From an optimization exercise on the open Yosys and OpenROAD flow, aimed at small area, a short achievable clock period and few clock cycles; shortcuts taken in it are not production practice.
The RTL was checked by simulation tests, not by an equivalence proof against the original design.
Power and IR drop assume default switching activity.

==> flow/design.v <==
module rune512_codec #(
    parameter P = 64,    
    parameter S = 59     
) (
    input  wire        clk,
    input  wire        rst,
    input  wire        cmd_valid,
    output wire        cmd_ready,
    input  wire [2:0]  cmd_op,
    input  wire        cmd_pfx,
    input  wire        cmd_emptyok,
    input  wire        in_valid,
    output wire        in_ready,
    input  wire [11:0] in_data,
    output wire        out_valid,
    input  wire        out_ready,
    output wire [9:0]  out_data,
    output wire        done,
    output reg  [3:0]  err,
    output reg         shortsub,
    output reg  [15:0] result,
    output reg  [7:0]  consumed,
    output reg  [7:0]  outlen
);
    localparam C = 16;
    localparam OP_ENCODE   = 3'd0;
    localparam OP_DECODE   = 3'd1;
    localparam OP_CHECKSUM = 3'd2;
    localparam ERR_NONE     = 4'd0;
    localparam ERR_EMPTY    = 4'd1;
    localparam ERR_PREFIX   = 4'd2;
    localparam ERR_SHORT    = 4'd3;
    localparam ERR_PADDING  = 4'd4;
    localparam ERR_MISMATCH = 4'd5;
    localparam ERR_ILLEGAL  = 4'd6;
    localparam ERR_CAPACITY = 4'd8;
    localparam [3:0] ST_IDLE     = 4'd0,
                     ST_RECV_B   = 4'd1,    
                     ST_RECV_T   = 4'd2,    
                     ST_TOKBITS  = 4'd3,    
                     ST_DEC_EVAL = 4'd4,    
                     ST_CRC      = 4'd5,    
                     ST_CRC_END  = 4'd6,
                     ST_ENC_PFX  = 4'd7,    
                     ST_ENC_SYM  = 4'd8,    
                     ST_ENC_OUT  = 4'd9,    
                     ST_DEC_OUT  = 4'd10,   
                     ST_DONE     = 4'd11;
    reg [3:0] state;
    reg [2:0] op;
    reg       pfx;
    reg       emptyok;
    reg [7:0] buf_mem [0:P-1];
    reg [6:0] nbytes;         
    reg       over;           
    reg [3:0] nmod9;          
    reg [15:0] crc;
    reg [6:0]  crc_idx;
    reg [2:0]  crc_bit;
    reg        tok_seen;
    reg        pfx_bad;
    reg        stopped;
    reg        cap;
    reg [5:0]  nsym;
    reg [8:0]  tokval;
    reg [3:0]  tokbit;
    reg [9:0]  bitpos;        
    reg [16:0] hdr;
    reg [7:0]  asmb;
    reg [9:0]  kpos;          
    reg [8:0]  symsr;
    reg [3:0]  symbit;
    reg [5:0]  symcnt;
    reg [6:0]  optr;
    wire in_fire  = in_valid & in_ready;
    wire out_fire = out_valid & out_ready;
    assign cmd_ready = (state == ST_IDLE);
    assign in_ready  = (state == ST_RECV_B) || (state == ST_RECV_T);
    assign out_valid = (state == ST_ENC_PFX) || (state == ST_ENC_OUT) || (state == ST_DEC_OUT);
    assign out_data  = (state == ST_ENC_PFX) ? 10'h200 :
                       (state == ST_ENC_OUT) ? {1'b0, symsr} :
                                               {2'b00, buf_mem[optr[5:0]]};
    assign done      = (state == ST_DONE);
    wire       t_end   = in_data[11];
    wire       t_sent  = in_data[10];
    wire       t_valid = in_data[9];
    wire [8:0] t_value = in_data[8:0];
    wire [9:0] pbp     = bitpos - 10'd17;                    
    wire [3:0] padbits = (pbp[2:0] == 3'd0 && hdr[16]) ? 4'd8 : {1'b0, pbp[2:0]};
    wire [9:0] paybits = pbp - {6'd0, padbits};
    wire [9:0] dpos    = bitpos - 10'd17;
    wire        parity = (nmod9 == 4'd7);
    wire [9:0]  epos   = kpos - 10'd17;
    wire [10:0] paylen = {1'b0, nbytes, 3'b000};
    reg         ebit;
    always @(*) begin
        if (kpos == 10'd0)
            ebit = parity;
        else if (kpos < 10'd17)
            ebit = crc[5'd16 - kpos[4:0]];
        else if ({1'b0, epos} < paylen)
            ebit = buf_mem[epos[8:3]][3'd7 - epos[2:0]];
        else
            ebit = 1'b0;
    end
    wire crc_in = buf_mem[crc_idx[5:0]][3'd7 - crc_bit];
    wire crc_fb = crc[15] ^ crc_in;
    always @(posedge clk) begin
        if (rst) begin
            state    <= ST_IDLE;
            err      <= 4'd0;
            shortsub <= 1'b0;
            result   <= 16'd0;
            consumed <= 8'd0;
            outlen   <= 8'd0;
        end else begin
            case (state)
            ST_IDLE: begin
                if (cmd_valid) begin
                    op       <= cmd_op;
                    pfx      <= cmd_pfx;
                    emptyok  <= cmd_emptyok;
                    err      <= ERR_NONE;
                    shortsub <= 1'b0;
                    result   <= 16'd0;
                    consumed <= 8'd0;
                    outlen   <= 8'd0;
                    nbytes   <= 7'd0;
                    nmod9    <= 4'd0;
                    over     <= 1'b0;
                    crc      <= 16'd0;
                    crc_idx  <= 7'd0;
                    crc_bit  <= 3'd0;
                    tok_seen <= 1'b0;
                    pfx_bad  <= 1'b0;
                    stopped  <= 1'b0;
                    cap      <= 1'b0;
                    nsym     <= 6'd0;
                    bitpos   <= 10'd0;
                    hdr      <= 17'd0;
                    kpos     <= 10'd0;
                    symcnt   <= 6'd0;
                    optr     <= 7'd0;
                    case (cmd_op)
                    OP_ENCODE, OP_CHECKSUM: state <= ST_RECV_B;
                    OP_DECODE:              state <= ST_RECV_T;
                    default: begin
                        err   <= ERR_ILLEGAL;
                        state <= ST_DONE;
                    end
                    endcase
                end
            end
            ST_RECV_B: begin
                if (in_fire) begin
                    if (in_data[8]) begin
                        if (over) begin
                            err   <= ERR_CAPACITY;
                            state <= ST_DONE;
                        end else if (nbytes == 7'd0) begin
                            state <= ST_CRC_END;
                        end else begin
                            state <= ST_CRC;
                        end
                    end else if (nbytes == P) begin
                        over <= 1'b1;
                    end else begin
                        buf_mem[nbytes[5:0]] <= in_data[7:0];
                        nbytes <= nbytes + 7'd1;
                        nmod9  <= (nmod9 == 4'd8) ? 4'd0 : nmod9 + 4'd1;
                    end
                end
            end
            ST_RECV_T: begin
                if (in_fire) begin
                    if (t_end) begin
                        state <= ST_DEC_EVAL;
                    end else begin
                        tok_seen <= 1'b1;
                        if (!tok_seen && pfx) begin
                            if (!t_sent)
                                pfx_bad <= 1'b1;
                        end else if (pfx_bad || stopped || cap) begin
                        end else if (!t_valid) begin
                            stopped <= 1'b1;
                        end else if (nsym == S) begin
                            cap <= 1'b1;
                        end else begin
                            nsym   <= nsym + 6'd1;
                            tokval <= t_value;
                            tokbit <= 4'd0;
                            state  <= ST_TOKBITS;
                        end
                    end
                end
            end
            ST_TOKBITS: begin
                if (bitpos < 10'd17) begin
                    hdr <= {hdr[15:0], tokval[8]};
                end else begin
                    asmb <= {asmb[6:0], tokval[8]};
                    if (dpos[2:0] == 3'd7 && dpos[9:3] < P)
                        buf_mem[dpos[8:3]] <= {asmb[6:0], tokval[8]};
                end
                tokval <= {tokval[7:0], 1'b0};
                bitpos <= bitpos + 10'd1;
                tokbit <= tokbit + 4'd1;
                if (tokbit == 4'd8)
                    state <= ST_RECV_T;
            end
            ST_DEC_EVAL: begin
                if (!tok_seen) begin
                    if (!pfx && emptyok)
                        state <= ST_DONE;
                    else begin
                        err   <= ERR_EMPTY;
                        state <= ST_DONE;
                    end
                end else if (pfx_bad) begin
                    err   <= ERR_PREFIX;
                    state <= ST_DONE;
                end else if (cap) begin
                    err   <= ERR_CAPACITY;
                    state <= ST_DONE;
                end else if (nsym == 6'd0) begin
                    err      <= ERR_SHORT;
                    shortsub <= 1'b1;
                    state    <= ST_DONE;
                end else if (bitpos < 10'd17) begin
                    err   <= ERR_SHORT;
                    state <= ST_DONE;
                end else if (pbp < {6'd0, padbits}) begin
                    err   <= ERR_PADDING;
                    state <= ST_DONE;
                end else begin
                    nbytes <= paybits[9:3];
                    if (paybits[9:3] == 7'd0)
                        state <= ST_CRC_END;
                    else
                        state <= ST_CRC;
                end
            end
            ST_CRC: begin
                crc <= crc_fb ? ({crc[14:0], 1'b0} ^ 16'h1021) : {crc[14:0], 1'b0};
                crc_bit <= crc_bit + 3'd1;
                if (crc_bit == 3'd7) begin
                    crc_idx <= crc_idx + 7'd1;
                    if (crc_idx + 7'd1 == nbytes)
                        state <= ST_CRC_END;
                end
            end
            ST_CRC_END: begin
                case (op)
                OP_CHECKSUM: begin
                    result <= crc;
                    state  <= ST_DONE;
                end
                OP_ENCODE: begin
                    result <= crc;
                    state  <= pfx ? ST_ENC_PFX : ST_ENC_SYM;
                    symbit <= 4'd0;
                end
                default: begin   
                    if (crc != hdr[15:0]) begin
                        err   <= ERR_MISMATCH;
                        state <= ST_DONE;
                    end else if (nbytes == 7'd0) begin
                        result   <= hdr[15:0];
                        consumed <= {2'b00, nsym} + {7'd0, pfx};
                        state    <= ST_DONE;
                    end else begin
                        state <= ST_DEC_OUT;
                    end
                end
                endcase
            end
            ST_ENC_PFX: begin
                if (out_fire)
                    state <= ST_ENC_SYM;
            end
            ST_ENC_SYM: begin
                symsr  <= {symsr[7:0], ebit};
                kpos   <= kpos + 10'd1;
                symbit <= symbit + 4'd1;
                if (symbit == 4'd8)
                    state <= ST_ENC_OUT;
            end
            ST_ENC_OUT: begin
                if (out_fire) begin
                    symcnt <= symcnt + 6'd1;
                    symbit <= 4'd0;
                    if ({1'b0, kpos} < paylen + 11'd17) begin
                        state <= ST_ENC_SYM;
                    end else begin
                        outlen <= {2'b00, symcnt} + 8'd1 + {7'd0, pfx};
                        state  <= ST_DONE;
                    end
                end
            end
            ST_DEC_OUT: begin
                if (out_fire) begin
                    optr <= optr + 7'd1;
                    if (optr + 7'd1 == nbytes) begin
                        result   <= hdr[15:0];
                        consumed <= {2'b00, nsym} + {7'd0, pfx};
                        outlen   <= {1'b0, nbytes};
                        state    <= ST_DONE;
                    end
                end
            end
            ST_DONE: begin
                state <= ST_IDLE;
            end
            default: state <= ST_IDLE;
            endcase
        end
    end
endmodule
==> flow/run.sh <==
#!/bin/bash
# synth_recipe.tcl (not shown) runs the flow's synth.tcl, then flattens the netlist and writes it again
# the make line also repeats each setting of config.mk as NAME=value (left out here)
make -C /OpenROAD-flow-scripts/flow DESIGN_CONFIG=/design/flow/config.mk WORK_HOME=/design/flow/orfs CLKGATE_MAP_FILE= SYNTH_SCRIPT=/design/flow/synth_recipe.tcl finish
==> flow/config.mk <==
export PLATFORM = sky130hd
export DESIGN_NAME = rune512_codec
export DESIGN_NICKNAME = rune512_codec
export VERILOG_FILES = /design/flow/design.v
export SDC_FILE = /design/flow/constraint.sdc
export NUM_CORES = 4
export LEC_CHECK = 0
export CAP_MARGIN = 20
export CORE_MARGIN = 2
export CORE_UTILIZATION = 40
export PLACE_DENSITY = 0.6
export SLEW_MARGIN = 20
==> flow/constraint.sdc <==
create_clock -name core_clock -period 8.0 [get_ports {clk}]
set_input_delay 1.6000 -clock core_clock [delete_from_list [all_inputs] [get_ports {clk}]]
set_output_delay 1.6000 -clock core_clock [all_outputs]
set_load 0.01 [all_outputs]
==> flow_summary.toml <==
[global_route]
grt_pass1_vias = 24500
grt_first_pass_wirelength_um = 173000
grt_max_degree = 100
antenna_found_initial = 9
track_usage_pct = 24.0
grt_overflow_total = 0

[routing]
wl_per_cell_um = 30.9
avgViaCountPerCell = 6.39
antenna_left = 0
wirelength_um = 118000
drc = 0
num_vias = 24400
drt_iter0_markers = 2998
firstDrtPassIters = 5

[pwr]
p_per_area_mw_per_mm2 = 339
vdd_ir_drop_max_mv = 0.226
leakage_nw = 13.7

[timing]
setup_viol = 0
slew_headroom_pct = 22.6
min_period_ns = 6.12
setup_tns_ns = 0
skew_ns = 0.0321
worst_pin_slew_ns = 1.15
whs_ns = 0.429
timing.fmax_ghz = 0.163
maxSlewViolCount = 0
finalHoldViolations = 0
min_period_over_period_pct = 76.5
worst_slack_ns = 1.88
rsz0062_at_grt = "no"

[critical_path]
worstPathCellList = "buf_12 -> mux4_2 -> mux4_2 -> mux4_2 -> nand2_1 -> a21oi_1 -> clkdlybuf4s50_1"
cp_top_family = "multiplexers"
slowest_delay_ns = 0.88
path_buf_inv = 2
critPathMaxFanout = 39
crit_type = "flop to output port"
path_common_cell = "mux4_2"
crit_slowest_cell = "dfxtp_4"
crit_required_ns = 6.40
cp_data_arrival_time_ns = 4.52
cp-end-kind = "output port"
start_kind = "flop"

[flow_run]
max_cap_violations = 0

[clock_tree]
htreeDepth = 3
cts_root_buffer = "clkbuf_16"
clock_path_buffers = 3
clk_pin_slew_ns = 0.06
cts_tree = "yes"
clk_latency_ns = 0.65
postCtsSetupRepairBufs = 0
holdBufCountCts = 0
clock_sinks = 699
cts_resized = 0
cts_buffers = 81

[logic_synthesis]
syn_avg_cell_area_um2 = 15.9
synth_area_leaders = "edfxtp_1, mux4_2, dfxtp_1"
synth_ff_type = "edfxtp_1"
synth-edff-count = 648
yosys_warnings = 1
syn_area_mm2 = 0.0387
synth-seq-cells = 699
netlist_instances = 2433
ys_types = 77
yosys.area.top_type = "edfxtp_1"
synthDominantCellAreaShare_pct = 50.3
async_flop_share_pct = 0
synth_commonest_cells = "edfxtp_1, mux4_2, nor2_1"
yosysSeqAreaShare_pct = 53.0
yosysMostFrequentCell = "edfxtp_1"

[floorplanning]
die_h_um = 315
die_area_mm2 = 0.0991
core_mm2 = 0.0963
row_count = 114
io_pins = 73
die_w_um = 315
start_util_pct = 40.1

[worst_hold_path]
worstHoldPathType = "flop to flop"

[layout]
area_growth_pct = 12.9
nets = 2529
final_area_mm2 = 0.0436
post-route-util_pct = 45.3
drive_gt1_share_pct = 29.0

[placed_design]
place_ws_ns = 2.04
io_buffer_count = 70
dpl_cell_area_mm2 = 0.0409
routabilityCongestion = 0.966
dp_hpwl_um = 81700

[outcome]
status = "no timing/DRC/antenna violations"
==> metrics by stage <==
step / power (mW) / instances
3_5_place_dp: 11.0 / 3657
5_1_grt: 15.3 / 3809
2_1_floorplan: 8.77 / 2434
6_report: 14.8 / 3813
3_3_place_gp: 11.0 / 3656
4_1_cts: 14.8 / 3806
==> flip-flops by register name, indices dropped and copies added (netlist names), 7 cells and up, named ones only <==
name	count
nbytes	7
hdr	17
consumed	7
crc	16
crc_idx	7
tokval	9
kpos	10
symsr	9
outlen	7
bitpos	10
asmb	7
buf_mem	512
optr	7
result	16
==> worst register-to-register path, cell delays in order (launching register included) <==
cell and delay, ns:
dfxtp_1 0.75, nor2b_1 0.38, nand2_1 0.53, nor3_1 0.99, nand4b_1 0.60, buf_4 0.43
a21oi_2 0.65, nand2_1 0.44, nor2_1 0.87
==> worst paths after layout <==
kind	from	to	slack (ns)	depth (start not counted)
max	flop	out_data[5]	1.88	7
min	symsr[4]	symsr[5]	0.43	0
max reg2reg	state[1]	buf_mem[44][3]	1.96	8
min reg2reg	symsr[4]	symsr[5]	0.43	0
==> cells by family after synthesis <==
family | count (synthesis) | synth area share [%]
and+or+nand+nor | 572 | 6.94
DFF | 699 | 53.0
AOI/OAI and AO/OA | 239 | 4.26
xor gates and xnor gates | 112 | 2.63
other | 1 | 0.00970
adders and majority gates | 41 | 1.32
buffers and inverters | 227 | 2.57
muxes | 542 | 29.3
==> layout by cell type (no fill, tap or decap), types with 41 or more instances in the layout <==
cell type	netlist	layout
nand3_1	70	70
dfxtp_1	51	43
nor2_1	188	186
nand2_1	139	139
and2_1	43	43
xnor2_1	73	69
mux4_2	469	469
a21oi_1	49	47
edfxtp_1	648	648
mux2i_1	51	51
clkbuf_16	0	83
buf_4	16	53
clkdlybuf4s50_1	0	69
inv_1	41	41
==> cell type report <==
type                    count  area (um2)
inverters                  47         176
well taps                1276        1600
multi-input cells        1508       17500
diodes                      4        10.0
clock buffers              96        2150
repair buffers            130        1210
flip-flops and latches    699       20500
fillers                  8334       52700
clock inverters            53         527
==> layer usage <==
metal / global-route usage, % / vias to the layer above / share of wire, %
met1: 31.1 / 12600 / 38
li1: - / 10100 / -
met4: 12.2 / 6 / 5.7
met5: 0 / - / 0.032
met2: 38.4 / 1311 / 48
met3: 5.00 / 305 / 9.2
==> power breakdown <==
group	total (mW)	internal, mW	switching, mW
combinational	6.22	2.82	3.40
sequential	4.82	4.30	0.520
clock	3.75	2.21	1.54
total	14.8	9.33	5.46
Testbench counts, summed over its fixed seeds: cycles 102,379.

## separate check: timing with driven ports
Ports are ideal in the flow. The routed layout listed here was re-timed in OpenROAD. Step 1 assumes that a clkbuf_16 drives the clock port and a buf_2 every other input. Step 2 moves the port delays by t, midway between the first and last clock arrival at a register: inputs arrive t later, outputs are due t later. That takes back most of the time a late clock gives input paths. Slacks: ideal ports / drivers / drivers and shift; pairs: ideal ports / drivers.
shift t [ns]: 0.700
setup slack, ns: 1.877 / 1.807 / 1.964
worst setup path at the end: register to register
worst register clock-pin slew, ns: 0.06 / 0.06
worst data-port slew with drivers (ns): 0.05
After both steps setup and hold are still met in this run. The setup slack of this run moves by -0.070 ns with the drivers and by +0.087 ns with both steps.
